Background: an optimization exercise with open tools, aiming at a short achievable clock period and few clock cycles. Do not read the settings as production practice.
Only simulation tests tie the RTL to the original design; equivalence was not proved.
Power and IR drop assume default switching activity.

==> design/flow/design.v <==
module dpt_rx_scan_step (
    input  wire       have,
    input  wire [7:0] b,
    input  wire       f16, f68, f10, fa2, fdc, fe5, fff, flead,
    input  wire [1:0] mode,
    input  wire [9:0] sp, cp, ep, f16p,
    input  wire [7:0] lead, b1,
    input  wire       t68, tdc, te5,
    input  wire [8:0] total, rem,
    input  wire       r0, r1, r2,         
    input  wire       rem_unk,
    input  wire       k1, k2, k3,         
    input  wire       bad, f16v,
    output reg  [1:0] mode_n,
    output reg  [9:0] cp_n, ep_n, f16p_n,
    output reg  [7:0] lead_n, b1_n,
    output reg        t68_n, tdc_n, te5_n,
    output reg  [8:0] total_n, rem_n,
    output reg        r0_n, r1_n, r2_n,
    output reg        rem_unk_n,
    output reg        k1_n, k2_n, k3_n,
    output reg        bad_n, f16v_n,
    output reg        found,         
    output reg        fail,          
    output reg        back,          
    output reg        spawn          
);
    localparam [1:0] M_SEEK = 2'd0, M_CAND = 2'd1, M_DISC = 2'd2;
    wire rc0 = !rem_unk && r0;
    wire rc1 = !rem_unk && r1;
    wire rc2 = !rem_unk && r2;
    wire chk16   = te5 ? rc0 : tdc ? rc1 : (rc1 || rc2);
    wire bad_now = bad || (chk16 && !f16) || (t68 && k3 && !f68) || (rem_unk && fff);
    wire rem3    = (rem == 9'd3);
    always @(*) begin
        mode_n = mode; cp_n = cp; ep_n = ep; f16p_n = f16p;
        lead_n = lead; b1_n = b1; t68_n = t68; tdc_n = tdc; te5_n = te5;
        total_n = total; rem_n = rem; r0_n = r0; r1_n = r1; r2_n = r2;
        rem_unk_n = rem_unk; k1_n = k1; k2_n = k2; k3_n = k3;
        bad_n = bad; f16v_n = f16v;
        found = 1'b0; fail = 1'b0; back = 1'b0; spawn = 1'b0;
        if (have) begin
            case (mode)
                M_SEEK: begin
                    if (flead) begin
                        mode_n = M_CAND;
                        cp_n = sp;
                        lead_n = b;
                        t68_n = f68; tdc_n = fdc; te5_n = fe5;
                        rem_unk_n = f68;
                        k1_n = 1'b1; k2_n = 1'b0; k3_n = 1'b0;
                        bad_n = 1'b0;
                        f16v_n = 1'b0;
                        total_n = f10 ? 9'd6 : fa2 ? 9'd14 : fdc ? 9'd3 : 9'd1;
                        rem_n   = f10 ? 9'd5 : fa2 ? 9'd13 : fdc ? 9'd2 : 9'd0;
                        r0_n = fe5; r1_n = 1'b0; r2_n = fdc;
                        ep_n    = sp + (f10 ? 10'd7 : fa2 ? 10'd15 : fdc ? 10'd4 : 10'd2);
                    end
                end
                M_CAND: begin
                    if (rc0) begin
                        mode_n = M_SEEK;
                        if (!bad_now) begin
                            found = 1'b1;
                        end else begin
                            fail = 1'b1;
                            if (f16v) begin
                                back = 1'b1;
                            end else if (!f16) begin
                                mode_n = M_DISC;
                            end
                        end
                    end else begin
                        spawn = f16 && !f16v;
                        if (k1) b1_n = b;
                        k1_n = 1'b0; k2_n = k1; k3_n = k2;
                        bad_n = bad_now;
                        f16v_n = f16v || f16;
                        if (!f16v) f16p_n = sp;
                        rem_unk_n = 1'b0;
                        if (rem_unk) begin
                            rem_n = {1'b0, b} + 9'd4;
                            r0_n = 1'b0; r1_n = 1'b0; r2_n = 1'b0;
                            total_n = 9'd6 + {1'b0, b};
                            ep_n    = sp + 10'd6 + {2'b0, b};
                        end else begin
                            rem_n = rem - 9'd1;
                            r0_n = r1; r1_n = r2; r2_n = rem3;
                        end
                    end
                end
                default: begin   
                    if (f16) mode_n = M_SEEK;
                end
            endcase
        end
    end
endmodule
module dpt_rx_engine (
    input  wire        clk,
    input  wire        rst,
    input  wire        in_valid,
    output wire        in_ready,
    input  wire [1:0]  in_op,
    input  wire [31:0] in_data,
    output wire        ram_we,
    output wire [9:0]  ram_waddr,
    output wire [7:0]  ram_wdata,
    output wire [9:0]  ram_raddr,
    input  wire [7:0]  ram_rdata,
    output wire        mem_we,
    output wire [31:0] mem_addr,
    output wire [7:0]  mem_wdata,
    output wire        resp_valid,
    output wire [31:0] resp_value,
    output wire [9:0]  rxq_size,
    output wire [7:0]  idle_count,
    output reg  [31:0] cnt_rx,
    output reg  [31:0] cnt_overrun,
    output reg  [31:0] cnt_buserr
);
    localparam [7:0] TERM = 8'h16;
    localparam [1:0] M_SEEK = 2'd0,    
                     M_CAND = 2'd1,    
                     M_DISC = 2'd2;    
    localparam QW = 4;                 
    reg        rdy;
    reg [9:0]  head, tail, size;
    reg [7:0]  idle_cnt;
    reg        sem, busy, pend;
    reg [31:0] rx_addr;
    reg        pb_v;
    reg [9:0]  pb_pos;
    reg [7:0]  pb_d;
    reg        pb_16, pb_68, pb_10, pb_a2, pb_dc, pb_e5, pb_ff, pb_lead;
    reg [9:0]  raddr;
    reg [9:0]  fp;                   
    reg        rf1;                  
    reg        rf2;                  
    reg        lost;                 
    reg        q_v;                  
    reg [7:0]  q_d;
    reg        q_16, q_68, q_10, q_a2, q_dc, q_e5, q_ff, q_lead;
    reg        live;                 
    reg [9:0]  sp;                   
    reg        mb;                   
    reg        a_v;
    reg [1:0]  a_mode;
    reg [9:0]  a_cp, a_ep, a_f16p;
    reg [7:0]  a_lead, a_b1;
    reg        a_t68, a_tdc, a_te5;
    reg [8:0]  a_total, a_rem;
    reg        a_r0, a_r1, a_r2, a_rem_unk, a_k1, a_k2, a_k3, a_bad, a_f16v;
    reg        b_v;
    reg [1:0]  b_mode;
    reg [9:0]  b_cp, b_ep, b_f16p;
    reg [7:0]  b_lead, b_b1;
    reg        b_t68, b_tdc, b_te5;
    reg [8:0]  b_total, b_rem;
    reg        b_r0, b_r1, b_r2, b_rem_unk, b_k1, b_k2, b_k3, b_bad, b_f16v;
    reg [9:0]  fq_p2   [0:(1<<QW)-1];
    reg [9:0]  fq_p3   [0:(1<<QW)-1];
    reg [9:0]  fq_ep   [0:(1<<QW)-1];
    reg [9:0]  fq_em1  [0:(1<<QW)-1];
    reg [7:0]  fq_lead [0:(1<<QW)-1];
    reg [7:0]  fq_b1   [0:(1<<QW)-1];
    reg [8:0]  fq_tot  [0:(1<<QW)-1];
    reg [8:0]  fq_tm1  [0:(1<<QW)-1];
    reg [QW:0] q_rd, q_uc, q_wr;
    reg        q_stall;              
    reg        q_tight;              
    reg        ev_mf;                
    reg        ev_sf;                
    reg        ev_take;              
    reg        ev_drop;              
    reg [9:0]  sn_p2, sn_p3, sn_ep, sn_em1, ss_p2, ss_p3, ss_ep, ss_em1;
    reg [7:0]  sn_lead, sn_b1, ss_lead, ss_b1;
    reg [8:0]  sn_tot, sn_tm1, ss_tot, ss_tm1;
    reg        dl;                   
    reg [9:0]  d_ep;                 
    reg        copying;
    reg        c_r;                  
    reg        c_d;                  
    reg        c_b1v;                
    reg [7:0]  c_b1;
    reg [9:0]  c_ptr, c_end;
    reg [8:0]  w_left;
    reg        mem_we_r;
    reg [31:0] mem_addr_r;
    reg [7:0]  mem_wdata_r;
    reg        resp_v;
    reg [31:0] resp_val;
    assign in_ready   = rdy;
    assign ram_we     = pb_v;
    assign ram_waddr  = pb_pos;
    assign ram_wdata  = pb_d;
    assign ram_raddr  = raddr;
    assign mem_we     = mem_we_r;
    assign mem_addr   = mem_addr_r;
    assign mem_wdata  = mem_wdata_r;
    assign resp_valid = resp_v;
    assign resp_value = resp_val;
    assign rxq_size   = size;
    assign idle_count = idle_cnt;
    wire       have = live ? pb_v : q_v;
    wire [7:0] b    = live ? pb_d : q_d;
    wire f16  = live ? pb_16  : q_16;
    wire f68  = live ? pb_68  : q_68;
    wire f10  = live ? pb_10  : q_10;
    wire fa2  = live ? pb_a2  : q_a2;
    wire fdc  = live ? pb_dc  : q_dc;
    wire fe5  = live ? pb_e5  : q_e5;
    wire fff  = live ? pb_ff  : q_ff;
    wire flead = live ? pb_lead : q_lead;
    wire        q_nfull   = q_tight;
    wire        q_nfull_u = q_stall;
    wire        qu        = (q_uc != q_rd);       
    wire        qpend     = ev_mf || ev_sf || ev_take || ev_drop;
    wire step = have && !q_nfull_u;
    wire [1:0] an_mode;
    wire [9:0] an_cp, an_ep, an_f16p;
    wire [7:0] an_lead, an_b1;
    wire       an_t68, an_tdc, an_te5, an_r0, an_r1, an_r2, an_rem_unk, an_k1, an_k2, an_k3;
    wire       an_bad, an_f16v;
    wire [8:0] an_total, an_rem;
    wire       a_found, a_fail, a_back, a_spawn;
    dpt_rx_scan_step u_a (
        .have(step && (a_v || !mb)), .b(b),
        .f16(f16), .f68(f68), .f10(f10), .fa2(fa2), .fdc(fdc), .fe5(fe5), .fff(fff), .flead(flead),
        .mode(a_mode), .sp(sp), .cp(a_cp), .ep(a_ep), .f16p(a_f16p), .lead(a_lead), .b1(a_b1),
        .t68(a_t68), .tdc(a_tdc), .te5(a_te5), .total(a_total), .rem(a_rem),
        .r0(a_r0), .r1(a_r1), .r2(a_r2), .rem_unk(a_rem_unk), .k1(a_k1), .k2(a_k2), .k3(a_k3),
        .bad(a_bad), .f16v(a_f16v),
        .mode_n(an_mode), .cp_n(an_cp), .ep_n(an_ep), .f16p_n(an_f16p),
        .lead_n(an_lead), .b1_n(an_b1), .t68_n(an_t68), .tdc_n(an_tdc), .te5_n(an_te5),
        .total_n(an_total), .rem_n(an_rem), .r0_n(an_r0), .r1_n(an_r1), .r2_n(an_r2),
        .rem_unk_n(an_rem_unk), .k1_n(an_k1), .k2_n(an_k2), .k3_n(an_k3),
        .bad_n(an_bad), .f16v_n(an_f16v),
        .found(a_found), .fail(a_fail), .back(a_back), .spawn(a_spawn)
    );
    wire [1:0] bn_mode;
    wire [9:0] bn_cp, bn_ep, bn_f16p;
    wire [7:0] bn_lead, bn_b1;
    wire       bn_t68, bn_tdc, bn_te5, bn_r0, bn_r1, bn_r2, bn_rem_unk, bn_k1, bn_k2, bn_k3;
    wire       bn_bad, bn_f16v;
    wire [8:0] bn_total, bn_rem;
    wire       b_found, b_fail, b_back, b_spawn;
    dpt_rx_scan_step u_b (
        .have(step && (b_v || mb)), .b(b),
        .f16(f16), .f68(f68), .f10(f10), .fa2(fa2), .fdc(fdc), .fe5(fe5), .fff(fff), .flead(flead),
        .mode(b_mode), .sp(sp), .cp(b_cp), .ep(b_ep), .f16p(b_f16p), .lead(b_lead), .b1(b_b1),
        .t68(b_t68), .tdc(b_tdc), .te5(b_te5), .total(b_total), .rem(b_rem),
        .r0(b_r0), .r1(b_r1), .r2(b_r2), .rem_unk(b_rem_unk), .k1(b_k1), .k2(b_k2), .k3(b_k3),
        .bad(b_bad), .f16v(b_f16v),
        .mode_n(bn_mode), .cp_n(bn_cp), .ep_n(bn_ep), .f16p_n(bn_f16p),
        .lead_n(bn_lead), .b1_n(bn_b1), .t68_n(bn_t68), .tdc_n(bn_tdc), .te5_n(bn_te5),
        .total_n(bn_total), .rem_n(bn_rem), .r0_n(bn_r0), .r1_n(bn_r1), .r2_n(bn_r2),
        .rem_unk_n(bn_rem_unk), .k1_n(bn_k1), .k2_n(bn_k2), .k3_n(bn_k3),
        .bad_n(bn_bad), .f16v_n(bn_f16v),
        .found(b_found), .fail(b_fail), .back(b_back), .spawn(b_spawn)
    );
    wire       s_v     = mb ? a_v : b_v;              
    wire       m_found = mb ? b_found : a_found;
    wire       m_fail  = mb ? b_fail  : a_fail;
    wire       m_back  = mb ? b_back  : a_back;
    wire       m_spawn = mb ? b_spawn : a_spawn;
    wire       n_found = mb ? a_found : b_found;
    wire       n_fail  = mb ? a_fail  : b_fail;
    wire       n_back  = mb ? a_back  : b_back;
    wire [1:0] m_mode  = mb ? b_mode  : a_mode;
    wire [9:0] m_cp    = mb ? b_cp    : a_cp;
    wire [9:0] m_ep    = mb ? b_ep    : a_ep;
    wire [9:0] m_f16p  = mb ? b_f16p  : a_f16p;
    wire [7:0] m_lead  = mb ? b_lead  : a_lead;
    wire [7:0] m_b1    = mb ? b_b1    : a_b1;
    wire [8:0] m_total = mb ? b_total : a_total;
    wire       m_r0    = mb ? b_r0    : a_r0;
    wire       m_r1    = mb ? b_r1    : a_r1;
    wire       m_rem_unk = mb ? b_rem_unk : a_rem_unk;
    wire       m_bad   = mb ? b_bad   : a_bad;
    wire s_found = s_v && n_found && !m_found;    
    wire s_drop  = s_found && q_nfull;
    wire take    = step && m_fail && s_v && !n_back && !s_drop;
    wire redirect = step && m_fail && m_back && !take;
    wire s_kill  = step && (m_found || (m_fail && !take) || (n_fail && n_back) || s_drop);
    wire acc   = in_valid && rdy;
    wire op_b  = (in_op == 2'd0);
    wire op_e  = (in_op == 2'd1);
    wire op_i  = (in_op == 2'd2);
    wire op_r  = (in_op == 2'd3);
    wire idle_zero = (idle_cnt == 8'd0);
    wire full  = (size == 10'd1023);
    wire addr_nz = |in_data;
    wire push   = acc && (op_b || (op_i && idle_zero));
    wire inj    = acc && op_i && idle_zero;
    wire pushed = push && !full;
    wire trig_w = acc && (op_e || (op_i && idle_zero)) && busy;
    wire trig_r = acc && op_r && !busy && sem;
    wire e2a = (m_mode == M_SEEK) && live && pb_v && pb_e5;
    wire e2b = (m_mode == M_CAND) && live && pb_v && !m_rem_unk && m_r1 && !m_bad && pb_16;
    wire e2c = (m_mode == M_CAND) && live && !pb_v && !m_rem_unk && m_r0 && !m_bad;
    wire e2  = !qu && !qpend && (e2a || e2b || e2c);
    wire eager_f = trig_w && qu;
    wire eager_2 = trig_w && op_i && !full && e2;
    wire lazy    = (trig_w && !eager_f && !eager_2) || trig_r;
    wire [QW-1:0] qh = q_rd[QW-1:0];
    wire [9:0] s_p2_d  = qu ? fq_p2[qh]   : m_cp + 10'd2;
    wire [9:0] s_p3_d  = qu ? fq_p3[qh]   : m_cp + 10'd3;
    wire [9:0] s_ep_d  = qu ? fq_ep[qh]   : e2a ? pb_pos + 10'd2 : m_ep;
    wire [9:0] s_em1_d = qu ? fq_em1[qh]  : m_ep - 10'd1;
    wire [7:0] s_lead_d= qu ? fq_lead[qh] : e2a ? 8'hE5 : m_lead;
    wire [7:0] s_b1_d  = qu ? fq_b1[qh]   : m_b1;
    wire [8:0] s_tot_d = qu ? fq_tot[qh]  : e2a ? 9'd1 : m_total;
    wire [8:0] s_tm1_d = qu ? fq_tm1[qh]  : e2a ? 9'd0 : m_total - 9'd1;
    wire settled   = live && !pb_v && !qpend;       
    wire pend_x    = pend && !busy;                 
    wire pend_f    = pend && busy && qu;
    wire pend_wait = pend && busy && !qu && settled;
    wire deliver   = eager_f || eager_2 || pend_f;
    wire [9:0] wt   = (m_mode == M_CAND) ? m_cp : head;     
    wire [9:0] first  = s_p2_d;
    wire [9:0] s_end  = s_em1_d;
    wire       copy_rd = copying && (c_ptr != c_end);
    wire [9:0] sp_inc  = sp + 10'd1;
    wire [9:0] sp_inc2 = sp + 10'd2;
    wire [9:0] rd_pos  = m_f16p + 10'd1;
    wire [9:0] rd_pos1 = m_f16p + 10'd2;
    wire [9:0] fp_inc  = fp + 10'd1;
    wire       at_head  = (sp == head);
    wire       at_head1 = (sp_inc == head);
    wire       rd_head  = (rd_pos == head);
    wire       fp_head  = (fp == head);
    wire [9:0] sp_s    = step ? sp_inc : sp;
    wire [9:0] sp_s1   = step ? sp_inc2 : sp_inc;
    wire       sp_s_hd = step ? at_head1 : at_head;
    wire [9:0] sp_n    = redirect ? rd_pos : sp_s;
    wire [9:0] sp_n1   = redirect ? rd_pos1 : sp_s1;     
    wire       sp_n_hd = redirect ? rd_head : sp_s_hd;   
    wire live_n = !redirect && (live ? (step || !pb_v) : ((step && at_head1) || at_head));
    wire restart = (live && !live_n) || redirect || (!live && have && !step) || lost;
    wire s_issue = !live_n && !copying && (restart ? !sp_n_hd : !fp_head);
    wire [9:0] s_addr  = restart ? sp_n : fp;
    wire [9:0] fp_next = restart ? (s_issue ? sp_n1 : sp_n) : (s_issue ? fp_inc : fp);
    always @(posedge clk) begin
        pb_pos  <= head;
        pb_d    <= op_b ? in_data[7:0] : TERM;
        pb_16   <= op_b ? (in_data[7:0] == TERM) : 1'b1;
        pb_68   <= op_b && (in_data[7:0] == 8'h68);
        pb_10   <= op_b && (in_data[7:0] == 8'h10);
        pb_a2   <= op_b && (in_data[7:0] == 8'hA2);
        pb_dc   <= op_b && (in_data[7:0] == 8'hDC);
        pb_e5   <= op_b && (in_data[7:0] == 8'hE5);
        pb_ff   <= op_b && (in_data[7:0] == 8'hFF);
        pb_lead <= op_b && ((in_data[7:0] == 8'h10) || (in_data[7:0] == 8'h68) ||
                            (in_data[7:0] == 8'hA2) || (in_data[7:0] == 8'hDC) ||
                            (in_data[7:0] == 8'hE5));
        q_d  <= ram_rdata;
        q_16 <= (ram_rdata == TERM);
        q_68 <= (ram_rdata == 8'h68);
        q_10 <= (ram_rdata == 8'h10);
        q_a2 <= (ram_rdata == 8'hA2);
        q_dc <= (ram_rdata == 8'hDC);
        q_e5 <= (ram_rdata == 8'hE5);
        q_ff <= (ram_rdata == 8'hFF);
        q_lead <= (ram_rdata == 8'h10) || (ram_rdata == 8'h68) || (ram_rdata == 8'hA2) ||
                  (ram_rdata == 8'hDC) || (ram_rdata == 8'hE5);
        if (acc && op_r && !busy) rx_addr <= in_data;
        if (step) begin
            a_cp <= an_cp; a_ep <= an_ep; a_lead <= an_lead; a_b1 <= an_b1;
            a_t68 <= an_t68; a_tdc <= an_tdc; a_te5 <= an_te5; a_total <= an_total;
            a_rem <= an_rem; a_r0 <= an_r0; a_r1 <= an_r1; a_r2 <= an_r2;
            a_rem_unk <= an_rem_unk; a_k1 <= an_k1; a_k2 <= an_k2; a_k3 <= an_k3;
            a_bad <= an_bad; a_f16v <= an_f16v; a_f16p <= an_f16p;
            b_cp <= bn_cp; b_ep <= bn_ep; b_lead <= bn_lead; b_b1 <= bn_b1;
            b_t68 <= bn_t68; b_tdc <= bn_tdc; b_te5 <= bn_te5; b_total <= bn_total;
            b_rem <= bn_rem; b_r0 <= bn_r0; b_r1 <= bn_r1; b_r2 <= bn_r2;
            b_rem_unk <= bn_rem_unk; b_k1 <= bn_k1; b_k2 <= bn_k2; b_k3 <= bn_k3;
            b_bad <= bn_bad; b_f16v <= bn_f16v; b_f16p <= bn_f16p;
        end
        sn_p2 <= m_cp + 10'd2; sn_p3 <= m_cp + 10'd3;
        sn_ep <= m_ep; sn_em1 <= m_ep - 10'd1;
        sn_lead <= m_lead; sn_b1 <= m_b1; sn_tot <= m_total; sn_tm1 <= m_total - 9'd1;
        ss_p2 <= (mb ? a_cp : b_cp) + 10'd2;  ss_p3 <= (mb ? a_cp : b_cp) + 10'd3;
        ss_ep <= mb ? a_ep : b_ep;  ss_em1 <= (mb ? a_ep : b_ep) - 10'd1;
        ss_lead <= mb ? a_lead : b_lead; ss_b1 <= mb ? a_b1 : b_b1;
        ss_tot <= mb ? a_total : b_total; ss_tm1 <= (mb ? a_total : b_total) - 9'd1;
        if (ev_mf) begin
            fq_p2[q_uc[QW-1:0]] <= sn_p2; fq_p3[q_uc[QW-1:0]] <= sn_p3;
            fq_ep[q_uc[QW-1:0]] <= sn_ep; fq_em1[q_uc[QW-1:0]] <= sn_em1;
            fq_lead[q_uc[QW-1:0]] <= sn_lead; fq_b1[q_uc[QW-1:0]] <= sn_b1;
            fq_tot[q_uc[QW-1:0]] <= sn_tot; fq_tm1[q_uc[QW-1:0]] <= sn_tm1;
        end else if (ev_sf) begin
            fq_p2[q_wr[QW-1:0]] <= ss_p2; fq_p3[q_wr[QW-1:0]] <= ss_p3;
            fq_ep[q_wr[QW-1:0]] <= ss_ep; fq_em1[q_wr[QW-1:0]] <= ss_em1;
            fq_lead[q_wr[QW-1:0]] <= ss_lead; fq_b1[q_wr[QW-1:0]] <= ss_b1;
            fq_tot[q_wr[QW-1:0]] <= ss_tot; fq_tm1[q_wr[QW-1:0]] <= ss_tm1;
        end
        d_ep <= s_ep_d;
        if (!copying) begin
            mem_addr_r  <= rx_addr;
            mem_wdata_r <= s_lead_d;
            resp_val    <= (acc && op_r && !addr_nz) ? 32'hFFFF_FFFF : {23'd0, s_tot_d};
            w_left      <= s_tm1_d;
            c_b1        <= s_b1_d;
            c_end       <= s_end;
            c_ptr       <= s_p3_d;
        end else begin
            if (c_b1v || c_d) begin
                mem_addr_r  <= mem_addr_r + 32'd1;
                mem_wdata_r <= c_b1v ? c_b1 : ram_rdata;
                w_left      <= w_left - 9'd1;
            end
            if (copy_rd) c_ptr <= c_ptr + 10'd1;
        end
        if (deliver)       raddr <= first;
        else if (copy_rd)  raddr <= c_ptr;
        else if (s_issue)  raddr <= s_addr;
        fp <= fp_next;
    end
    always @(posedge clk) begin
        if (rst) begin
            rdy <= 1'b1;
            head <= 10'd0; tail <= 10'd0; size <= 10'd0;
            idle_cnt <= 8'd0;
            sem <= 1'b0; busy <= 1'b0; pend <= 1'b0; dl <= 1'b0;
            cnt_rx <= 32'd0; cnt_overrun <= 32'd0; cnt_buserr <= 32'd0;
            pb_v <= 1'b0;
            rf1 <= 1'b0; rf2 <= 1'b0; q_v <= 1'b0; lost <= 1'b0;
            live <= 1'b1; sp <= 10'd0; mb <= 1'b0;
            a_v <= 1'b0; a_mode <= M_SEEK; b_v <= 1'b0; b_mode <= M_SEEK;
            q_rd <= 0; q_uc <= 0; q_wr <= 0; q_stall <= 1'b0; q_tight <= 1'b0;
            ev_mf <= 1'b0; ev_sf <= 1'b0; ev_take <= 1'b0; ev_drop <= 1'b0;
            copying <= 1'b0; c_r <= 1'b0; c_d <= 1'b0; c_b1v <= 1'b0;
            mem_we_r <= 1'b0; resp_v <= 1'b0;
        end else begin
            if (acc && op_b) cnt_rx <= cnt_rx + 32'd1;
            if (acc && op_e) cnt_buserr <= cnt_buserr + 32'd1;
            if (push && full) cnt_overrun <= cnt_overrun + 32'd1;
            if (acc && (op_b || op_e)) idle_cnt <= 8'd0;
            else if (acc && op_i && idle_cnt != 8'd255) idle_cnt <= idle_cnt + 8'd1;
            pb_v <= pushed;
            if (pushed) head <= head + 10'd1;
            if (trig_w) sem <= 1'b0;
            else if (acc && (op_e || (op_i && idle_zero))) sem <= 1'b1;
            if (acc && op_r && addr_nz && !busy) busy <= 1'b1;
            live <= live_n;
            sp   <= sp_n;
            if (step) begin
                a_mode <= an_mode;
                b_mode <= bn_mode;
                if (mb) begin
                    if (take)          a_v <= 1'b1;
                    else if (m_spawn) begin a_v <= 1'b1; a_mode <= M_SEEK; end
                    else if (s_kill)   a_v <= 1'b0;
                    if (take)          b_v <= 1'b0;
                end else begin
                    if (take)          b_v <= 1'b1;
                    else if (m_spawn) begin b_v <= 1'b1; b_mode <= M_SEEK; end
                    else if (s_kill)   b_v <= 1'b0;
                    if (take)          a_v <= 1'b0;
                end
                if (take) mb <= !mb;
            end
            ev_mf   <= step && m_found;
            ev_sf   <= step && s_found && !s_drop && !eager_2;
            ev_take <= take;
            ev_drop <= step && ((m_fail && !take) || s_drop || (n_fail && n_back));
            begin : queue_update
                reg [QW:0] rd_n, uc_n, wr_n, n_u, n_a;
                rd_n = q_rd; uc_n = q_uc; wr_n = q_wr;
                if (deliver && qu) rd_n = q_rd + 1'b1;
                if (ev_mf) begin
                    uc_n = q_uc + 1'b1;
                    wr_n = q_uc + 1'b1;
                end else if (ev_sf) begin
                    wr_n = q_wr + 1'b1;
                    if (ev_take) uc_n = q_wr + 1'b1;
                end else if (ev_take) begin
                    uc_n = q_wr;
                end else if (ev_drop) begin
                    wr_n = q_uc;
                end
                if (eager_2) wr_n = uc_n;
                q_rd <= rd_n; q_uc <= uc_n; q_wr <= wr_n;
                n_u = uc_n - q_rd;
                n_a = wr_n - q_rd;
                q_stall <= (n_u >= (1 << QW) - 1);
                q_tight <= (n_a >= (1 << QW) - 2);
            end
            if (lazy) begin
                pend <= 1'b1;
                rdy  <= 1'b0;
            end
            dl <= deliver;
            if (pend_x) begin
                pend <= 1'b0;
                rdy  <= 1'b1;
            end
            if (pend_wait) begin
                pend <= 1'b0;
                rdy  <= 1'b1;
                sem  <= 1'b0;
                tail <= wt;
                size <= head - wt;
                if (m_mode == M_DISC) begin
                    if (mb) b_mode <= M_SEEK; else a_mode <= M_SEEK;
                end
            end else if (dl) begin
                tail <= d_ep;
                size <= head - d_ep;
            end else begin
                size <= pushed ? size + 10'd1 : size;
            end
            if (eager_2) begin
                if (mb) begin b_mode <= M_SEEK; a_v <= 1'b0; end
                else    begin a_mode <= M_SEEK; b_v <= 1'b0; end
                sp   <= head;
                live <= 1'b1;
            end
            rf1  <= s_issue && !deliver && !copy_rd;
            lost <= s_issue && (deliver || copy_rd);
            rf2  <= rf1 && !restart;
            q_v  <= rf2 && !restart && !live_n;
            c_d  <= c_r;
            mem_we_r <= 1'b0;
            resp_v   <= 1'b0;
            if (deliver) begin
                busy     <= 1'b0;
                pend     <= 1'b0;
                sem      <= 1'b0;
                rdy      <= 1'b0;
                copying  <= (s_tot_d != 9'd1);
                mem_we_r <= 1'b1;
                resp_v   <= (s_tot_d == 9'd1);
                c_b1v    <= (s_tot_d != 9'd1);
                c_r      <= (s_tot_d > 9'd2);
            end else begin
                c_b1v <= 1'b0;
                c_r   <= copy_rd;
                if (c_b1v || c_d) begin
                    mem_we_r <= 1'b1;
                    if (w_left == 9'd1) begin
                        resp_v  <= 1'b1;
                        copying <= 1'b0;
                    end
                end
                if (acc && op_r && !addr_nz) resp_v <= 1'b1;
            end
            if (resp_v && !rdy && !pend) rdy <= 1'b1;
        end
    end
endmodule
==> design/flow/flow/run.sh <==
#!/bin/bash
# Standard ORFS flow (the standard.sh), with the resizer free to change a
# cell's footprint while it repairs timing.
set -o pipefail
bash standard.sh MATCH_CELL_FOOTPRINT=0 finish > standard.log 2>&1
==> design/flow/standard.sh <==
#!/bin/bash
# synth_recipe.tcl (not shown) runs the flow's synth.tcl, then flattens the netlist and writes it again
# the make line also repeats each setting of config.mk as NAME=value (left out here)
make -C /OpenROAD-flow-scripts/flow DESIGN_CONFIG=/design/flow/config.mk WORK_HOME=/design/flow/orfs CLKGATE_MAP_FILE= SYNTH_SCRIPT=/design/flow/synth_recipe.tcl "${@:-finish}"
==> design/flow/config.mk <==
export PLATFORM = sky130hd
export DESIGN_NAME = dpt_rx_engine
export DESIGN_NICKNAME = dpt_rx_engine
export VERILOG_FILES = /design/flow/design.v
export SDC_FILE = /design/flow/constraint.sdc
export NUM_CORES = 4
export LEC_CHECK = 0
export ABC_CLOCK_PERIOD_IN_PS = 2500
export CAP_MARGIN = 20
export CORE_MARGIN = 2
export CORE_UTILIZATION = 40
export PLACE_DENSITY = 0.6
export SETUP_SLACK_MARGIN = 5.0
export SLEW_MARGIN = 20
==> design/flow/constraint.sdc <==
create_clock -name core_clock -period 8.0 [get_ports {clk}]
set_input_delay 1.6000 -clock core_clock [delete_from_list [all_inputs] [get_ports {clk}]]
set_output_delay 1.6000 -clock core_clock [all_outputs]
set_load 0.01 [all_outputs]
==> flow_metrics.py, run 1 <==
metrics = {
    "clocking": {
        "ctsHoldBuffers": 0,
        "clock_sinks": 1858,
        "root_buffer": "clkbuf_16",
        "clk_latency_ns": 0.86,
        "cts_tree": "yes",
        "ctsHtreeMaxLevel": 4,
        "cts_buffer_depth": 3,
        "cts_made_buffers": 191,
        "cts.clk_slew.worst_paths_ns": 0.07,
    },
    "placed_design": {
        "portBuffers": 262,
        "routabilityCongestion": 0.881,
        "hpwl_mm": 131,
        "placed_cells": 7562,
    },
    "yosys": {
        "synth_edf_count": 1475,
        "syn_nets": 5091,
        "async_flop_share": 0,
        "ys.flop_type": "edfxtp_1",
        "synth_cell_types": 90,
        "post-synth-top-area-cell": "edfxtp_1",
        "yosysWarnings": 2,
        "netlist.area_leader.share": 0.569,
        "syn_avg_cell_area_um2": 15.7,
        "ys_top_cells_by_count": "edfxtp_1, dfxtp_1, mux4_2",
        "syn_area_um2": 77900,
        "synth-seq-area-share": 0.667,
        "ys_ff_latch": 1858,
        "synth.most_common_cell": "edfxtp_1",
        "synth.area.top_cells": "edfxtp_1, mux4_2, dfxtp_1",
        "synth_cells": 4957,
    },
    "power_and_ir_drop": {
        "total_power_mw": 19.6,
        "comb_power_share": 0.016,
        "power_frac_clock": 0.457,
        "seqPwrFrac": 0.527,
        "p_int_mw": 15.5,
        "switchingPower_mw": 4.07,
        "p_leak_nw": 32.5,
        "p_sw_frac": 0.208,
        "ir_drop_mv": 0.189,
        "powerDensity_nw_per_um2": 204,
    },
    "layout": {
        "drive_gt1_frac": 0.338,
        "area_growth_pct": 22.8,
        "stdcell_count": 8309,
        "final_nets": 5747,
        "fill_cells": 16100,
    },
    "min_path": {
        "holdPathEnd": "c_d",
        "holdPathStages": 1,
        "hp-class": "reg2reg",
        "hold_start": "c_r",
    },
    "timing": {
        "hold_violations": 0,
        "clock.fmax_ghz": 0.295,
        "rsz0062_at_grt": "yes",
        "setup_viol": 0,
        "fin_skew_ns": 0.0449,
        "worst_slew_pin_slew_ns": 1.08,
        "relSlewSlack": 0.276,
        "period_share": 0.424,
        "slew_viol_final": 0,
        "finalSetupTns_ns": 0,
        "period_needed_ns": 3.39,
    },
    "floorplanning": {
        "std_cell_rows": 161,
        "die_w_um": 445,
        "core-area_um2": 193000,
        "die_h_um": 445,
        "num_io_pins": 263,
        "initial_core_util": 0.403,
        "dieArea_um2": 198000,
    },
    "route": {
        "wl_per_cell_um": 27.8,
        "top_layer": "met5",
        "drtIter0Drc": 4981,
        "wl_mm": 231,
        "drc": 0,
        "wl_met1_mm": 98.7,
        "wl_met2_mm": 107,
        "via_per_inst": 5.71,
        "wl_met3_mm": 18.7,
        "postRouteAntennaNets": 0,
        "vias": 47500,
        "first_pass_iters": 6,
    },
    "setup_path": {
        "rr_startpoint": "a_mode[0]",
        "crit_path_end_kind": "flip-flop",
        "crit_arrival_ns": 4.08,
        "worstSetupPathType": "in2reg",
        "crit_required_ns": 8.69,
        "r2r_slack_ns": 4.66,
        "worstPathMaxFanout": 6,
        "r2r-end": "q_tight",
        "ff2ff_path_depth": 20,
        "cp-start-kind": "input pin",
    },
    "global_route": {
        "grt_max_degree": 86,
        "antenna_found_initial": 9,
        "first_global_vias": 45900,
        "grt_usage": 0.228,
        "grt_pass1_wl_mm": 328,
        "grt.overflow.total": 0,
    },
    "run_status": {
        "outcome": "finished clean",
    },
    "flow_run": {
        "drv_cap": 0,
    },
}
layer usage:
layer  GRT usage  vias up
met1       0.325    24600
met5           0        -
li1            -    20400
met2       0.357     2111
met3      0.0396      382
met4      0.0695        2
worst max-delay path: stages:
cell	delay, ns
buf_12	0.10
nand2b_4	0.13
o21a_1	0.21
nor2_4	0.10
nand4b_1	0.18
buf_12	0.19
mux2_4	0.30
nor2_4	0.10
a21oi_4	0.05
fa_2	0.37
and2_4	0.15
nor3b_4	0.14
nor2_1	0.10
nor2_1	0.05
a21oi_1	0.12
or2_4	0.13
a21oi_2	0.04
final cells by class:
cell class | count | area, um^2 | area share
clock buffer | 256 | 5280 | 0.0552
sequential | 1858 | 52400 | 0.548
multi-input combinational | 2728 | 26300 | 0.275
clock inverter | 103 | 992 | 0.0104
antenna | 4 | 10.0 | 0.000105
timing repair buffer | 720 | 7120 | 0.0744
inverter | 114 | 447 | 0.00467
tap | 2526 | 3160 | 0.0330
power by group through the flow:
stage,registers (mW),logic [mW],clock network [mW]
after floorplan,10.5,0.121,0
after global placement,10.5,0.236,0
after detailed placement,10.5,0.238,0
after CTS,10.3,0.275,9.09
after global routing,10.3,0.330,9.44
final,10.3,0.310,8.93
what timing repair did:
| item | CTS | global route |
|---|---|---|
| cloned | 32 | 6 |
| buffers inserted | 267 | 78 |
| pin swaps | 69 | 70 |
| endpoints found under the setup margin | 2307 | 540 |
| gates resized for setup | 1205 | 205 |
flip-flops by register name (all words and copies together) (netlist names), 128 cells and up, named ones only:
name / cells
fq_b1: 128
fq_em1: 160
fq_ep: 160
fq_lead: 128
fq_p2: 160
fq_p3: 160
fq_tm1: 144
fq_tot: 144
layout by cell type, fill, tap and decap left out, types with 20 or more instances in the layout:
| master | Yosys | layout |
|---|---|---|
| a211oi_1 | 36 | 29 |
| a21oi_1 | 154 | 133 |
| and3_1 | 50 | 46 |
| buf_12 | 1 | 35 |
| buf_4 | 31 | 348 |
| buf_6 | 13 | 165 |
| clkbuf_1 | 145 | 43 |
| clkbuf_16 | 0 | 221 |
| clkbuf_2 | 1 | 74 |
| clkdlybuf4s50_1 | 0 | 35 |
| clkinv_1 | 1 | 35 |
| clkinv_2 | 0 | 30 |
| dfxtp_1 | 383 | 218 |
| dfxtp_2 | 0 | 83 |
| dfxtp_4 | 0 | 82 |
| edfxtp_1 | 1475 | 1475 |
| ha_1 | 83 | 71 |
| inv_1 | 112 | 98 |
| mux2_2 | 151 | 143 |
| mux2i_1 | 107 | 76 |
| mux2i_4 | 0 | 21 |
| mux4_2 | 360 | 363 |
| nand2_1 | 298 | 278 |
| nand3_1 | 108 | 91 |
| nand4_1 | 52 | 52 |
| nor2_1 | 359 | 325 |
| nor2_4 | 1 | 33 |
| nor2b_1 | 28 | 22 |
| nor3_1 | 72 | 61 |
| nor4_1 | 33 | 20 |
| o21ai_0 | 110 | 101 |
| or3_1 | 31 | 29 |
| xnor2_1 | 180 | 168 |
| xor2_1 | 206 | 201 |
cell families after synthesis:
logic type / share of synthesized area
compound gates: 0.0362
xor+xnor: 0.0440
fa+ha+maj: 0.0149
buf+inv: 0.0223
flops: 0.667
mux: 0.144
simple gates: 0.0716
stage by stage:
stage / util / setup slack (ns) / cell area [um^2] / hold slack [ns]
global placement: 0.434 / 2.80 / 83800 / 0.444
finish: 0.496 / 4.61 / 95600 / 0.467
floorplan: - / 3.97 / 78700 / 0.332
global route: 0.496 / 4.51 / 95600 / 0.485
CTS: 0.487 / 4.64 / 93900 / 0.465
detailed placement: 0.434 / 2.82 / 83800 / 0.452
how the worst max path moves through the flow:
stage | startpoint | end | slack (ns) | cells after the start
2_1_floorplan | in_op[0] | q_tight | 3.97 | 16
3_3_place_gp | in_op[1] | q_tight | 2.80 | 18
3_5_place_dp | in_op[1] | q_tight | 2.82 | 17
4_1_cts | resp_val[30] | resp_value[27] | 4.64 | 3
5_1_grt | a_mode[0] | q_tight | 4.51 | 20
6_report | in_op[0] | q_tight | 4.61 | 17
Testbench counts, summed over its fixed seeds: cycles 113,075.
==> run 2: changes to the inputs <==
--- a/design/flow/design.v
+++ b/design/flow/design.v
@@ -314,7 +314,9 @@
     wire [8:0] s_tm1_d = qu ? fq_tm1[qh]  : e2a ? 9'd0 : m_total - 9'd1;
     wire settled   = live && !pb_v && !qpend;       
+    reg  settled_q;                                 
+    reg  [9:0] wt_size;                             
     wire pend_x    = pend && !busy;                 
     wire pend_f    = pend && busy && qu;
-    wire pend_wait = pend && busy && !qu && settled;
+    wire pend_wait = pend && busy && !qu && settled && settled_q;
     wire deliver   = eager_f || eager_2 || pend_f;
     wire [9:0] wt   = (m_mode == M_CAND) ? m_cp : head;     
@@ -341,5 +343,6 @@
     wire s_issue = !live_n && !copying && (restart ? !sp_n_hd : !fp_head);
     wire [9:0] s_addr  = restart ? sp_n : fp;
-    wire [9:0] fp_next = restart ? (s_issue ? sp_n1 : sp_n) : (s_issue ? fp_inc : fp);
+    wire [9:0] fp_next = restart ? ((copying || sp_n_hd) ? sp_n : sp_n1) :
+                                   ((copying || fp_head) ? fp : fp_inc);
     always @(posedge clk) begin
         pb_pos  <= head;
@@ -397,4 +400,5 @@
         end
         d_ep <= s_ep_d;
+        wt_size <= head - wt;
         if (!copying) begin
             mem_addr_r  <= rx_addr;
@@ -415,5 +419,5 @@
         if (deliver)       raddr <= first;
         else if (copy_rd)  raddr <= c_ptr;
-        else if (s_issue)  raddr <= s_addr;
+        else               raddr <= s_addr;
         fp <= fp_next;
     end
@@ -431,4 +435,5 @@
             q_rd <= 0; q_uc <= 0; q_wr <= 0; q_stall <= 1'b0; q_tight <= 1'b0;
             ev_mf <= 1'b0; ev_sf <= 1'b0; ev_take <= 1'b0; ev_drop <= 1'b0;
+            settled_q <= 1'b0;
             copying <= 1'b0; c_r <= 1'b0; c_d <= 1'b0; c_b1v <= 1'b0;
             mem_we_r <= 1'b0; resp_v <= 1'b0;
@@ -481,8 +486,8 @@
                     wr_n = q_uc;
                 end
-                if (eager_2) wr_n = uc_n;
-                q_rd <= rd_n; q_uc <= uc_n; q_wr <= wr_n;
                 n_u = uc_n - q_rd;
                 n_a = wr_n - q_rd;
+                if (eager_2) wr_n = uc_n;
+                q_rd <= rd_n; q_uc <= uc_n; q_wr <= wr_n;
                 q_stall <= (n_u >= (1 << QW) - 1);
                 q_tight <= (n_a >= (1 << QW) - 2);
@@ -493,4 +498,5 @@
             end
             dl <= deliver;
+            settled_q <= settled;
             if (pend_x) begin
                 pend <= 1'b0;
@@ -502,5 +508,5 @@
                 sem  <= 1'b0;
                 tail <= wt;
-                size <= head - wt;
+                size <= wt_size;
                 if (m_mode == M_DISC) begin
                     if (mb) b_mode <= M_SEEK; else a_mode <= M_SEEK;
==> run 2 against run 1 <==
  * Critical path type is now reg2out
  * Still clean on timing, DRC and antenna
  * Largest cell class unchanged
  * Synthesized area barely moved
  * Non-clock buffer count decreased by 59
  * Sequential share of layout area is 0.66 points higher
  * Flip-flop and latch count grew 11
  * Combinational power rose by 83%
  * Cell area down 1.0%
  * Clock-buffer cell count increased by 2
  * Cell count is 0.30% lower
  * Global-route usage shrank 0.49 points
==> flow_metrics.py, run 2 <==
metrics = {
    "run_status": {
        "outcome": "finished clean",
    },
    "route": {
        "vias": 46900,
        "wl_per_cell_um": 27.4,
        "via_per_inst": 5.67,
        "first_pass_iters": 6,
        "postRouteAntennaNets": 0,
        "drtIter0Drc": 4140,
        "drc": 0,
        "wl_mm": 227,
    },
    "global_route": {
        "grt_pass1_wl_mm": 323,
        "antenna_found_initial": 7,
        "grtUsageMet1": 0.305,
        "grt.overflow.total": 0,
        "grt.busiest_layer": "met2",
        "grt_use_met2": 0.360,
        "grtUsageMet3": 0.0326,
        "first_global_vias": 45600,
        "grt_max_degree": 105,
        "grt_usage": 0.223,
    },
    "setup_path": {
        "critPathTopFamily": "buffers and inverters",
        "ff2ff_path_depth": 15,
        "r2r-end": "fp[4]",
        "path_buf_inv": 4,
        "slowest_delay_ns": 0.42,
        "worstSetupPathType": "reg2out",
        "cp_cell_sequence": "buf_6, buf_6, clkbuf_16, buf_6",
        "crit_arrival_ns": 1.83,
        "rr_startpoint": "mb",
        "cp-start-kind": "flip-flop",
        "crit_required_ns": 6.40,
        "cp_slowest_cell": "edfxtp_1",
        "crit_top_cell": "buf_6",
        "crit_path_end_kind": "primary output",
        "r2r_slack_ns": 4.63,
        "worstPathMaxFanout": 6,
    },
    "yosys": {
        "synth_edf_count": 1465,
        "synth-seq-area-share": 0.668,
        "synth_cell_types": 98,
        "syn_avg_cell_area_um2": 15.6,
        "post-synth-top-area-cell": "edfxtp_1",
        "synth_cells": 4997,
        "async_flop_share": 0,
        "ys.flop_type": "edfxtp_1",
        "syn_nets": 5131,
        "synth.area.top_cells": "edfxtp_1, mux4_2, dfxtp_1",
        "yosysWarnings": 2,
        "synth.most_common_cell": "edfxtp_1",
        "netlist.area_leader.share": 0.565,
        "syn_area_um2": 77900,
        "ys_top_cells_by_count": "edfxtp_1, dfxtp_1, mux4_2, nor2_1, nand2_1",
        "ys_ff_latch": 1869,
    },
    "timing": {
        "fin_skew_ns": 0.0664,
        "relSlewSlack": 0.296,
        "slew_viol_final": 0,
        "hold_violations": 0,
        "period_share": 0.429,
        "worst_slew_pin_slew_ns": 1.05,
        "clock.fmax_ghz": 0.291,
        "rsz0062_at_grt": "yes",
        "period_needed_ns": 3.43,
        "setup_slack_ns": 4.57,
        "finalSetupTns_ns": 0,
        "setup_viol": 0,
        "fin_hold_ws_ns": 0.425,
    },
    "power_and_ir_drop": {
        "p_leak_nw": 31.9,
        "powerDensity_nw_per_um2": 211,
        "ir_drop_mv": 0.158,
    },
    "clocking": {
        "cts_made_buffers": 188,
        "clock_sinks": 1869,
        "cts_buffer_depth": 3,
        "ctsHoldBuffers": 0,
        "cts.clk_slew.worst_paths_ns": 0.06,
        "cts_tree": "yes",
        "root_buffer": "clkbuf_16",
        "clk_latency_ns": 0.87,
        "ctsHtreeMaxLevel": 4,
    },
    "placed_design": {
        "hpwl_mm": 130,
        "dp_slack_ns": 2.90,
        "routabilityCongestion": 0.898,
        "portBuffers": 262,
        "placed_cells": 7607,
    },
    "floorplanning": {
        "std_cell_rows": 161,
        "dieArea_um2": 198000,
        "core-area_um2": 193000,
        "initial_core_util": 0.404,
        "die_w_um": 445,
        "die_h_um": 445,
        "num_io_pins": 263,
    },
    "min_path": {
        "hp-class": "reg2reg",
        "holdPathEnd": "q_v",
        "hold_start": "rf2",
        "holdPathStages": 2,
    },
    "layout": {
        "fill_cells": 16100,
        "final_nets": 5725,
        "layout_common_cells": "edfxtp_1, mux4_2, nor2_1, buf_4, nand2_1",
        "drive_gt1_frac": 0.324,
        "stdcell_count": 8284,
        "post-route-util": 0.491,
        "area_growth_pct": 21.5,
        "final_common_cell": "edfxtp_1",
    },
    "flow_run": {
        "drv_cap": 0,
    },
}
-- run 2: kinds of logic after synthesis --
group	share of synthesized area
muxes	0.144
adders and majority gates	0.0149
buffers and inverters	0.0219
xor gates and xnor gates	0.0417
DFF	0.668
AOI/OAI and AO/OA	0.0392
and+or+nand+nor	0.0701
-- run 2: what timing repair did --
action,in CTS,in global routing
resized for setup,1091,186
endpoints found under the setup margin,2738,1219
buffers inserted,221,67
pin swaps,44,61
hold endpoints to repair,0,0
gates cloned,21,11
-- run 2: per-stage QoR --
stage	cell area, um^2	total power, mW
finish	94700	20.0
global route	94700	20.5
CTS	93100	20.1
detailed placement	84000	11.2
global placement	84000	11.2
floorplan	78600	11.0
-- run 2: worst max-delay path by stage --
stage	startpoint	end	slack, ns	depth (start not counted)
after floorplan	ev_sf	fq_b1[0][0]	4.22	6
after global placement	in_op[1]	copying	2.99	9
after detailed placement	in_op[1]	raddr[4]	2.90	9
after CTS	resp_val[30]	resp_value[29]	4.51	4
after global routing	resp_val[30]	resp_value[28]	4.50	4
final	resp_val[30]	resp_value[24]	4.57	4
-- run 2: power by group --
| part | switching, mW | internal [mW] |
|---|---|---|
| Sequential | 0.161 | 10.4 |
| Clock | 3.89 | 4.95 |
| Combinational | 0.279 | 0.287 |
| Total | 4.33 | 15.7 |
-- run 2: metal layers --
metal  wire length [um]  part of all wire  up-vias
met5                  0                 0        -
met4               9390             0.041        0
met3              15400             0.068      352
met2             107000              0.47     1888
met1              95200              0.42    24400
li1                   -                 -    20300
-- run 2: area by class of cell --
class / instances / area, um^2 / area share
flip-flops and latches: 1869 / 52500 / 0.554
inverters: 132 / 529 / 0.00559
clock inverters: 95 / 1020 / 0.0108
clock buffers: 258 / 5230 / 0.0552
multi-input cells: 2739 / 25900 / 0.274
well taps: 2526 / 3160 / 0.0334
repair buffers: 661 / 6320 / 0.0667
diodes: 4 / 10.0 / 0.000106
-- run 2: worst register-to-register path, stage by stage (launching register included) --
cell       delay [ns]
dfxtp_4          0.43
buf_6            0.13
mux2i_4          0.25
inv_2            0.08
ha_4             0.18
nand4b_1         0.15
nand2_2          0.09
buf_4            0.14
nand2_1          0.13
xor3_1           0.24
nand4b_1         0.30
a2111oi_4        0.36
a211oi_4         0.12
buf_6            0.19
or3_1            0.31
o211ai_1         0.09
Testbench counts of run 2, summed over its fixed seeds: cycles 113,248.
==> run 3: changes to the inputs <==
--- a/design/flow/design.v
+++ b/design/flow/design.v
@@ -186,4 +186,5 @@
     reg [9:0]  c_ptr, c_end;
     reg [8:0]  w_left;
+    reg [8:0]  c_tot;
     reg        mem_we_r;
     reg [31:0] mem_addr_r;
@@ -401,8 +402,10 @@
         d_ep <= s_ep_d;
         wt_size <= head - wt;
+        mem_addr_r  <= copying ? mem_addr_r + 32'd1 : rx_addr;
+        mem_wdata_r <= !copying ? s_lead_d : c_b1v ? c_b1 : ram_rdata;
+        resp_val    <= (acc && op_r && !addr_nz) ? 32'hFFFF_FFFF :
+                       {23'd0, copying ? c_tot : s_tot_d};
         if (!copying) begin
-            mem_addr_r  <= rx_addr;
-            mem_wdata_r <= s_lead_d;
-            resp_val    <= (acc && op_r && !addr_nz) ? 32'hFFFF_FFFF : {23'd0, s_tot_d};
+            c_tot       <= s_tot_d;
             w_left      <= s_tm1_d;
             c_b1        <= s_b1_d;
@@ -410,9 +413,5 @@
             c_ptr       <= s_p3_d;
         end else begin
-            if (c_b1v || c_d) begin
-                mem_addr_r  <= mem_addr_r + 32'd1;
-                mem_wdata_r <= c_b1v ? c_b1 : ram_rdata;
-                w_left      <= w_left - 9'd1;
-            end
+            if (c_b1v || c_d) w_left <= w_left - 9'd1;
             if (copy_rd) c_ptr <= c_ptr + 10'd1;
         end
==> design/flow/flow/run.sh (replaced) <==
#!/bin/bash
# Standard ORFS flow (the standard.sh), with the resizer free to change a
# cell's footprint while it repairs timing, and aiming for more setup slack.
set -o pipefail
bash standard.sh MATCH_CELL_FOOTPRINT=0 SETUP_SLACK_MARGIN=5.3 finish > standard.log 2>&1
==> run 3 against run 2 <==
  * Still clean
  * Register-to-register slack better by 0.06 ns
  * Sequential share of layout area down 3.0 points
  * Synthesized area down 0.39%
  * Critical path depth up 10
  * Synthesized cell count down 0.10%
  * First-iteration DRC count up 16%
  * Non-clock buffer count up 287
==> flow_metrics.py, run 3 <==
metrics = {
    "run_status": {
        "outcome": "finished clean",
    },
    "setup_path": {
        "cp-start-kind": "flip-flop",
        "rr_startpoint": "mb",
        "cp_cell_sequence": "buf_16, mux2i_4, inv_2, ha_2, nand4b_1, a22oi_1, xor2_2, xor2_1, nand4b_1, nor4_4, a211o_4, buf_12, mux2i_1, a21oi_1",
        "cp_slowest_cell": "dfxtp_4",
        "slowest_delay_ns": 0.37,
        "crit_required_ns": 8.58,
        "crit_path_start": "mb",
        "worstSetupPathType": "reg2reg",
        "critPathTopFamily": "simple AND/OR/NAND/NOR gates",
        "crit_top_cell": "nand4b_1",
        "path_buf_inv": 3,
        "worstPathMaxFanout": 4,
        "crit_arrival_ns": 3.88,
        "crit_path_end_kind": "flip-flop",
    },
    "yosys": {
        "syn_area_um2": 77600,
        "synth_edf_count": 1415,
        "synth.most_common_cell": "edfxtp_1",
        "ys.flop_type": "edfxtp_1",
        "netlist.area_leader.share": 0.547,
        "synth_cell_types": 89,
        "synth-seq-area-share": 0.667,
        "syn_avg_cell_area_um2": 15.5,
        "synth_cells": 4992,
        "synth.area.top_cells": "edfxtp_1, dfxtp_1, mux4_2",
        "syn_nets": 5126,
        "post-synth-top-area-cell": "edfxtp_1",
        "yosysWarnings": 2,
        "ys_ff_latch": 1878,
        "ys_top_cells_by_count": "edfxtp_1, dfxtp_1, nor2_1",
        "async_flop_share": 0,
    },
    "global_route": {
        "grt_usage": 0.224,
        "grt_pass1_wl_mm": 324,
        "grt_max_degree": 76,
        "antenna_found_initial": 6,
        "grt.overflow.total": 0,
        "first_global_vias": 46900,
    },
    "timing": {
        "setup_viol": 0,
        "finalSetupTns_ns": 0,
        "slew_viol_final": 0,
        "worst_slew_pin_slew_ns": 1.26,
        "relSlewSlack": 0.160,
        "period_needed_ns": 3.31,
        "fin_skew_ns": 0.0688,
        "period_share": 0.413,
        "hold_violations": 0,
        "rsz0062_at_grt": "yes",
        "clock.fmax_ghz": 0.303,
    },
    "power_and_ir_drop": {
        "powerDensity_nw_per_um2": 205,
        "ir_drop_mv": 0.222,
        "p_leak_nw": 34.2,
        "p_sw_frac": 0.217,
        "p_int_mw": 16.0,
        "power_frac_clock": 0.446,
        "total_power_mw": 20.4,
        "comb_power_share": 0.035,
        "switchingPower_mw": 4.43,
        "seqPwrFrac": 0.519,
    },
    "clocking": {
        "cts.clk_slew.worst_paths_ns": 0.06,
        "cts_made_buffers": 191,
        "ctsHoldBuffers": 0,
        "clk_latency_ns": 0.87,
        "ctsHtreeMaxLevel": 4,
        "clock_sinks": 1878,
        "cts_tree": "yes",
        "root_buffer": "clkbuf_16",
        "cts_buffer_depth": 3,
    },
    "layout": {
        "final_nets": 6014,
        "multi_input_area_um2": 27200,
        "area_growth_pct": 28.5,
        "final_common_cell": "edfxtp_1",
        "layout_common_cells": "edfxtp_1, buf_4, mux4_2, nor2_1, buf_6",
        "drive_gt1_frac": 0.396,
        "fill_cells": 15500,
        "seq_area_um2": 52300,
    },
    "route": {
        "postRouteAntennaNets": 0,
        "drc": 0,
        "via_per_inst": 5.61,
        "wl_per_cell_um": 26.7,
        "vias": 48000,
        "wl_mm": 229,
        "first_pass_iters": 5,
        "drtIter0Drc": 4810,
    },
    "flow_run": {
        "drv_cap": 0,
    },
    "placed_design": {
        "routabilityCongestion": 0.862,
        "hpwl_mm": 125,
        "portBuffers": 262,
    },
    "floorplanning": {
        "initial_core_util": 0.403,
        "core-area_um2": 193000,
        "dieArea_um2": 198000,
        "die_w_um": 445,
        "die_h_um": 445,
        "num_io_pins": 263,
        "std_cell_rows": 161,
    },
    "min_path": {
        "hp-class": "reg2reg",
        "hold_start": "head[0]",
    },
}
## run 3: cell types whose count changed after synthesis, moves of 8 or more
cell      change
nand2_1      -44
nor3_1       -20
dfxtp_1      +59
nand3_1      -13
o31ai_1      +10
nor2_1       +22
edfxtp_1     -50
buf_1        -10
mux2_2       +16
or3_1        +10
and2_1        +8
## run 3: what timing repair did
item                                    4_1_cts  5_1_grt
gates cloned                                 33       17
resized for setup                          1594      346
setup buffers                               374      189
endpoints found under the setup margin     2283      617
pin swaps                                    76      138
## run 3: power by group through the flow
stage	clock network [mW]	logic, mW	registers (mW)
finish	9.11	0.718	10.6
global route	9.62	0.763	10.6
CTS	9.24	0.635	10.6
detailed placement	0	0.495	10.8
global placement	0	0.490	10.8
floorplan	0	0.291	10.7
## run 3: per-stage QoR
step,worst slack (ns),std cells,utilization,hold slack [ns],area [um^2]
after detailed placement,3.20,7600,0.436,0.434,84000
after CTS,4.74,8359,0.501,0.452,96500
after global placement,3.30,7600,0.436,0.431,84000
final,4.69,8568,0.518,0.423,99700
after floorplan,4.46,4992,-,0.329,79200
after global routing,4.55,8566,0.518,0.426,99700
## run 3: logic make-up after synthesis
| logic type | count (synthesis) | synth area share |
|---|---|---|
| muxes | 654 | 0.147 |
| and+or+nand+nor | 1130 | 0.0696 |
| DFF | 1878 | 0.667 |
| xor gates and xnor gates | 362 | 0.0410 |
| adders and majority gates | 89 | 0.0149 |
| AOI/OAI and AO/OA | 485 | 0.0391 |
| buffers and inverters | 394 | 0.0215 |
## run 3: final timing paths
kind	endpoint	slack, ns	cells after the start
worst max-delay path	fp[2]	4.69	14
worst min-delay path	pb_pos[0]	0.42	0
worst max register to register	fp[2]	4.69	14
worst min register to register	pb_pos[0]	0.42	0
## run 3: layout make-up
class / instances / area share
clock buffer: 244 / 0.0526
timing repair buffer: 948 / 0.100
multi-input combinational: 2724 / 0.272
inverter: 136 / 0.00606
tap: 2526 / 0.0317
clock inverter: 108 / 0.0124
sequential: 1878 / 0.524
timing repair inverter: 1 / 0.000113
antenna: 3 / 0.0000753
## run 3: layer usage
| metal | GRT usage | vias to the layer above | share of wire |
|---|---|---|---|
| li1 | - | 20900 | - |
| met1 | 0.310 | 25000 | 0.42 |
| met2 | 0.357 | 1793 | 0.47 |
| met3 | 0.0413 | 366 | 0.069 |
| met4 | 0.0742 | 2 | 0.034 |
| met5 | 0 | - | 0.000057 |
Testbench counts of run 3, summed over its fixed seeds: cycles 113,248.
==> run 4: changes to the inputs <==
--- a/design/flow/design.v
+++ b/design/flow/design.v
@@ -77,5 +77,5 @@
                         bad_n = bad_now;
                         f16v_n = f16v || f16;
-                        if (!f16v) f16p_n = sp;
+                        if (!f16v) f16p_n = sp + 10'd1;    
                         rem_unk_n = 1'b0;
                         if (rem_unk) begin
@@ -145,4 +145,6 @@
     reg [9:0]  sp;                   
     reg        mb;                   
+    reg        s_park;               
+    reg [9:0]  s_rp;                 
     reg        a_v;
     reg [1:0]  a_mode;
@@ -227,5 +229,5 @@
     wire       a_found, a_fail, a_back, a_spawn;
     dpt_rx_scan_step u_a (
-        .have(step && (a_v || !mb)), .b(b),
+        .have(step && (!mb || (a_v && !s_park))), .b(b),
         .f16(f16), .f68(f68), .f10(f10), .fa2(fa2), .fdc(fdc), .fe5(fe5), .fff(fff), .flead(flead),
         .mode(a_mode), .sp(sp), .cp(a_cp), .ep(a_ep), .f16p(a_f16p), .lead(a_lead), .b1(a_b1),
@@ -248,5 +250,5 @@
     wire       b_found, b_fail, b_back, b_spawn;
     dpt_rx_scan_step u_b (
-        .have(step && (b_v || mb)), .b(b),
+        .have(step && (mb || (b_v && !s_park))), .b(b),
         .f16(f16), .f68(f68), .f10(f10), .fa2(fa2), .fdc(fdc), .fe5(fe5), .fff(fff), .flead(flead),
         .mode(b_mode), .sp(sp), .cp(b_cp), .ep(b_ep), .f16p(b_f16p), .lead(b_lead), .b1(b_b1),
@@ -280,9 +282,16 @@
     wire       m_rem_unk = mb ? b_rem_unk : a_rem_unk;
     wire       m_bad   = mb ? b_bad   : a_bad;
-    wire s_found = s_v && n_found && !m_found;    
+    wire s_act   = s_v && !s_park;
+    wire s_found = s_act && n_found && !m_found;   
     wire s_drop  = s_found && q_nfull;
-    wire take    = step && m_fail && s_v && !n_back && !s_drop;
+    wire n_bk    = s_act && n_fail && n_back;
+    wire park    = step && n_bk && !m_found && !m_fail;
+    wire [9:0] s_f16p = mb ? a_f16p : b_f16p;
+    wire [9:0] pk_pos  = s_park ? s_rp : s_f16p;
+    wire use_park = s_v && (s_park || n_bk);
+    wire take    = step && m_fail && s_act && !n_back && !s_drop;
+    wire conv    = step && m_fail && use_park;
     wire redirect = step && m_fail && m_back && !take;
-    wire s_kill  = step && (m_found || (m_fail && !take) || (n_fail && n_back) || s_drop);
+    wire s_kill  = step && (m_found || (m_fail && !take) || s_drop);
     wire acc   = in_valid && rdy;
     wire op_b  = (in_op == 2'd0);
@@ -326,24 +335,14 @@
     wire       copy_rd = copying && (c_ptr != c_end);
     wire [9:0] sp_inc  = sp + 10'd1;
-    wire [9:0] sp_inc2 = sp + 10'd2;
-    wire [9:0] rd_pos  = m_f16p + 10'd1;
-    wire [9:0] rd_pos1 = m_f16p + 10'd2;
+    wire [9:0] rd_pos  = use_park ? pk_pos  : m_f16p;
     wire [9:0] fp_inc  = fp + 10'd1;
     wire       at_head  = (sp == head);
     wire       at_head1 = (sp_inc == head);
-    wire       rd_head  = (rd_pos == head);
     wire       fp_head  = (fp == head);
-    wire [9:0] sp_s    = step ? sp_inc : sp;
-    wire [9:0] sp_s1   = step ? sp_inc2 : sp_inc;
-    wire       sp_s_hd = step ? at_head1 : at_head;
-    wire [9:0] sp_n    = redirect ? rd_pos : sp_s;
-    wire [9:0] sp_n1   = redirect ? rd_pos1 : sp_s1;     
-    wire       sp_n_hd = redirect ? rd_head : sp_s_hd;   
+    wire [9:0] sp_n    = redirect ? rd_pos : step ? sp_inc : sp;
     wire live_n = !redirect && (live ? (step || !pb_v) : ((step && at_head1) || at_head));
     wire restart = (live && !live_n) || redirect || (!live && have && !step) || lost;
-    wire s_issue = !live_n && !copying && (restart ? !sp_n_hd : !fp_head);
-    wire [9:0] s_addr  = restart ? sp_n : fp;
-    wire [9:0] fp_next = restart ? ((copying || sp_n_hd) ? sp_n : sp_n1) :
-                                   ((copying || fp_head) ? fp : fp_inc);
+    wire s_issue = !live_n && !copying && !restart && !fp_head;
+    wire [9:0] fp_next = restart ? sp_n : ((copying || fp_head) ? fp : fp_inc);
     always @(posedge clk) begin
         pb_pos  <= head;
@@ -370,4 +369,5 @@
                   (ram_rdata == 8'hDC) || (ram_rdata == 8'hE5);
         if (acc && op_r && !busy) rx_addr <= in_data;
+        if (park) s_rp <= s_f16p;
         if (step) begin
             a_cp <= an_cp; a_ep <= an_ep; a_lead <= an_lead; a_b1 <= an_b1;
@@ -401,5 +401,5 @@
         end
         d_ep <= s_ep_d;
-        wt_size <= head - wt;
+        wt_size <= (m_mode != M_CAND) ? 10'd0 : mb ? head - b_cp : head - a_cp;
         mem_addr_r  <= copying ? mem_addr_r + 32'd1 : rx_addr;
         mem_wdata_r <= !copying ? s_lead_d : c_b1v ? c_b1 : ram_rdata;
@@ -418,5 +418,5 @@
         if (deliver)       raddr <= first;
         else if (copy_rd)  raddr <= c_ptr;
-        else               raddr <= s_addr;
+        else               raddr <= fp;
         fp <= fp_next;
     end
@@ -430,5 +430,5 @@
             pb_v <= 1'b0;
             rf1 <= 1'b0; rf2 <= 1'b0; q_v <= 1'b0; lost <= 1'b0;
-            live <= 1'b1; sp <= 10'd0; mb <= 1'b0;
+            live <= 1'b1; sp <= 10'd0; mb <= 1'b0; s_park <= 1'b0;
             a_v <= 1'b0; a_mode <= M_SEEK; b_v <= 1'b0; b_mode <= M_SEEK;
             q_rd <= 0; q_uc <= 0; q_wr <= 0; q_stall <= 1'b0; q_tight <= 1'b0;
@@ -465,9 +465,11 @@
                 end
                 if (take) mb <= !mb;
+                if (take || m_spawn || s_kill) s_park <= 1'b0;
+                else if (park) s_park <= 1'b1;
             end
             ev_mf   <= step && m_found;
             ev_sf   <= step && s_found && !s_drop && !eager_2;
-            ev_take <= take;
-            ev_drop <= step && ((m_fail && !take) || s_drop || (n_fail && n_back));
+            ev_take <= take || conv;
+            ev_drop <= step && ((m_fail && !take && !use_park) || s_drop);
             begin : queue_update
                 reg [QW:0] rd_n, uc_n, wr_n, n_u, n_a;
==> run 4 against run 3 <==
  * Clock skew fell by 0.0076 ns
  * Cell area fell by 0.80%
  * Sequential share of layout area rose by 0.78 points
  * Maximum frequency rose by 4.6%
  * Via count fell by 0.52%
  * Clock-buffer cell count rose by 21
  * Non-clock buffer count fell by 97
==> flow_metrics.py, run 4 <==
metrics = {
    "run_status": {
        "outcome": "finished clean",
    },
    "route": {
        "first_pass_iters": 8,
        "via_per_inst": 5.66,
        "drc": 0,
        "wl_mm": 236,
        "wl_met1_mm": 98.2,
        "postRouteAntennaNets": 0,
        "vias": 47800,
        "wl_per_cell_um": 28.0,
        "wl_met2_mm": 114,
        "wl_met3_mm": 15.2,
        "drtIter0Drc": 4968,
        "top_layer": "met4",
    },
    "yosys": {
        "syn_area_um2": 77500,
        "yosys.area_share.simple": 0.0686,
        "ys.flop_type": "edfxtp_1",
        "netlist.area_leader.share": 0.552,
        "synth_cell_types": 86,
        "syn_avg_cell_area_um2": 15.7,
        "synth_compound_area_frac": 0.0394,
        "synth_cells": 4942,
        "yosysWarnings": 2,
        "post-synth-top-area-cell": "edfxtp_1",
        "async_flop_share": 0,
        "ys_ff_latch": 1889,
        "ys_top_cells_by_count": "edfxtp_1, dfxtp_1, nor2_1",
        "synth.most_common_cell": "edfxtp_1",
        "synth_top_family_by_area": "multiplexers",
        "synth-seq-area-share": 0.672,
        "syn_nets": 5073,
        "synth_edf_count": 1425,
        "synth_xor_area_frac": 0.0392,
        "synthMuxAreaShare": 0.145,
        "synth-adder-area-share": 0.0145,
        "synth.area.top_cells": "edfxtp_1, dfxtp_1, mux4_2",
    },
    "floorplanning": {
        "die_h_um": 444,
        "std_cell_rows": 161,
        "die_w_um": 444,
        "dieArea_um2": 197000,
        "initial_core_util": 0.402,
        "core-area_um2": 193000,
        "num_io_pins": 263,
    },
    "timing": {
        "hold_violations": 0,
        "rsz0062_at_grt": "yes",
        "worst_slew_pin_slew_ns": 1.03,
        "fin_hold_ws_ns": 0.435,
        "slew_viol_final": 0,
        "setup_viol": 0,
        "fin_skew_ns": 0.0612,
        "clock.fmax_ghz": 0.317,
        "period_needed_ns": 3.16,
        "finalSetupTns_ns": 0,
        "relSlewSlack": 0.312,
        "period_share": 0.395,
    },
    "layout": {
        "post-route-util": 0.514,
        "area_growth_pct": 27.7,
        "final_nets": 5872,
        "stdcell_count": 8442,
        "final_common_cell": "edfxtp_1",
        "design_area_um2": 98900,
        "fill_cells": 15600,
        "drive_gt1_frac": 0.385,
        "layout_common_cells": "edfxtp_1, buf_4, mux4_2, nor2_1, buf_6",
    },
    "clocking": {
        "ctsHtreeMaxLevel": 4,
        "cts_buffer_depth": 3,
        "root_buffer": "clkbuf_16",
        "clock_sinks": 1889,
        "ctsHoldBuffers": 0,
        "cts_tree": "yes",
        "clk_latency_ns": 0.88,
        "cts.clk_slew.worst_paths_ns": 0.06,
        "cts_made_buffers": 194,
    },
    "placed_design": {
        "dpl_cell_area_um2": 83600,
        "routabilityCongestion": 0.840,
        "placed_cells": 7538,
        "hpwl_mm": 128,
        "portBuffers": 262,
    },
    "setup_path": {
        "worstSetupPathType": "reg2reg",
        "crit_arrival_ns": 3.93,
        "rr_startpoint": "live",
        "crit_required_ns": 8.77,
        "worstPathMaxFanout": 6,
        "cp-start-kind": "flip-flop",
        "crit_path_start": "live",
        "crit_path_end_kind": "flip-flop",
    },
    "global_route": {
        "grt_usage": 0.233,
        "grt_max_degree": 101,
        "first_global_vias": 46600,
        "antenna_found_initial": 6,
        "grt.overflow.total": 0,
        "grt_pass1_wl_mm": 333,
    },
    "power_and_ir_drop": {
        "powerDensity_nw_per_um2": 206,
        "p_leak_nw": 33.7,
        "ir_drop_mv": 0.192,
    },
    "min_path": {
        "hold_start": "rf2",
        "hp-class": "reg2reg",
    },
    "flow_run": {
        "drv_cap": 0,
    },
}
[run 4: area by class of cell]
cell class | count | area, um^2 | share of cell area
sequential | 1889 | 52600 | 0.532
antenna | 3 | 7.51 | 0.0000759
clock buffer | 265 | 5440 | 0.0549
inverter | 127 | 508 | 0.00513
tap | 2526 | 3160 | 0.0319
clock inverter | 103 | 1070 | 0.0108
multi-input combinational | 2678 | 26500 | 0.268
timing repair buffer | 851 | 9590 | 0.0969
[run 4: worst max-delay path, stage by stage, from the launching register on]
cell and delay [ns]:
dfxtp_4 0.38, buf_12 0.14, mux2_4 0.34, a2111o_1 0.39, and2_4 0.16, o32a_4 0.35, buf_12 0.14, o31ai_4 0.18
buf_6 0.15, o2bb2a_4 0.21, clkbuf_16 0.18, nor4b_4 0.27, a311o_1 0.16
[run 4: kinds of logic after synthesis]
logic type                 count (synthesis)
xor gates and xnor gates                 347
DFF                                     1889
buffers and inverters                    386
AOI/OAI and AO/OA                        489
and+or+nand+nor                         1106
muxes                                    639
adders and majority gates                 86
[run 4: power breakdown]
part	switching [mW]	total [mW]	internal (mW)
sequential	0.159	10.7	10.5
clock	3.96	9.16	5.19
combinational	0.276	0.567	0.291
total	4.40	20.4	16.0
[run 4: final timing paths]
path	endpoint	slack, ns	cells past startpoint
setup / recovery	sp[3]	4.84	12
hold / removal	q_v	0.44	2
setup reg to reg	sp[3]	4.84	12
hold reg to reg	q_v	0.44	2
[run 4: through the flow]
step / setup slack (ns) / power (mW)
5_1_grt: 4.74 / 20.9
4_1_cts: 4.82 / 20.5
2_1_floorplan: 4.54 / 11.0
3_3_place_gp: 2.63 / 11.3
3_5_place_dp: 2.52 / 11.3
6_report: 4.84 / 20.4
[run 4: what timing repair did]
item / in CTS / in global routing
buffers inserted: 334 / 125
endpoints found under the hold margin: 0 / 0
pin swaps: 82 / 125
cloned: 64 / 10
setup endpoints to repair: 2553 / 604
gates resized for setup: 1627 / 308
[run 4: metal layers]
layer / vias to the layer above / GRT usage
met2: 1907 / 0.381
met4: 0 / 0.0810
li1: 20500 / -
met5: - / 0
met1: 24900 / 0.317
met3: 402 / 0.0360
Testbench counts of run 4, summed over its fixed seeds: cycles 110,992.
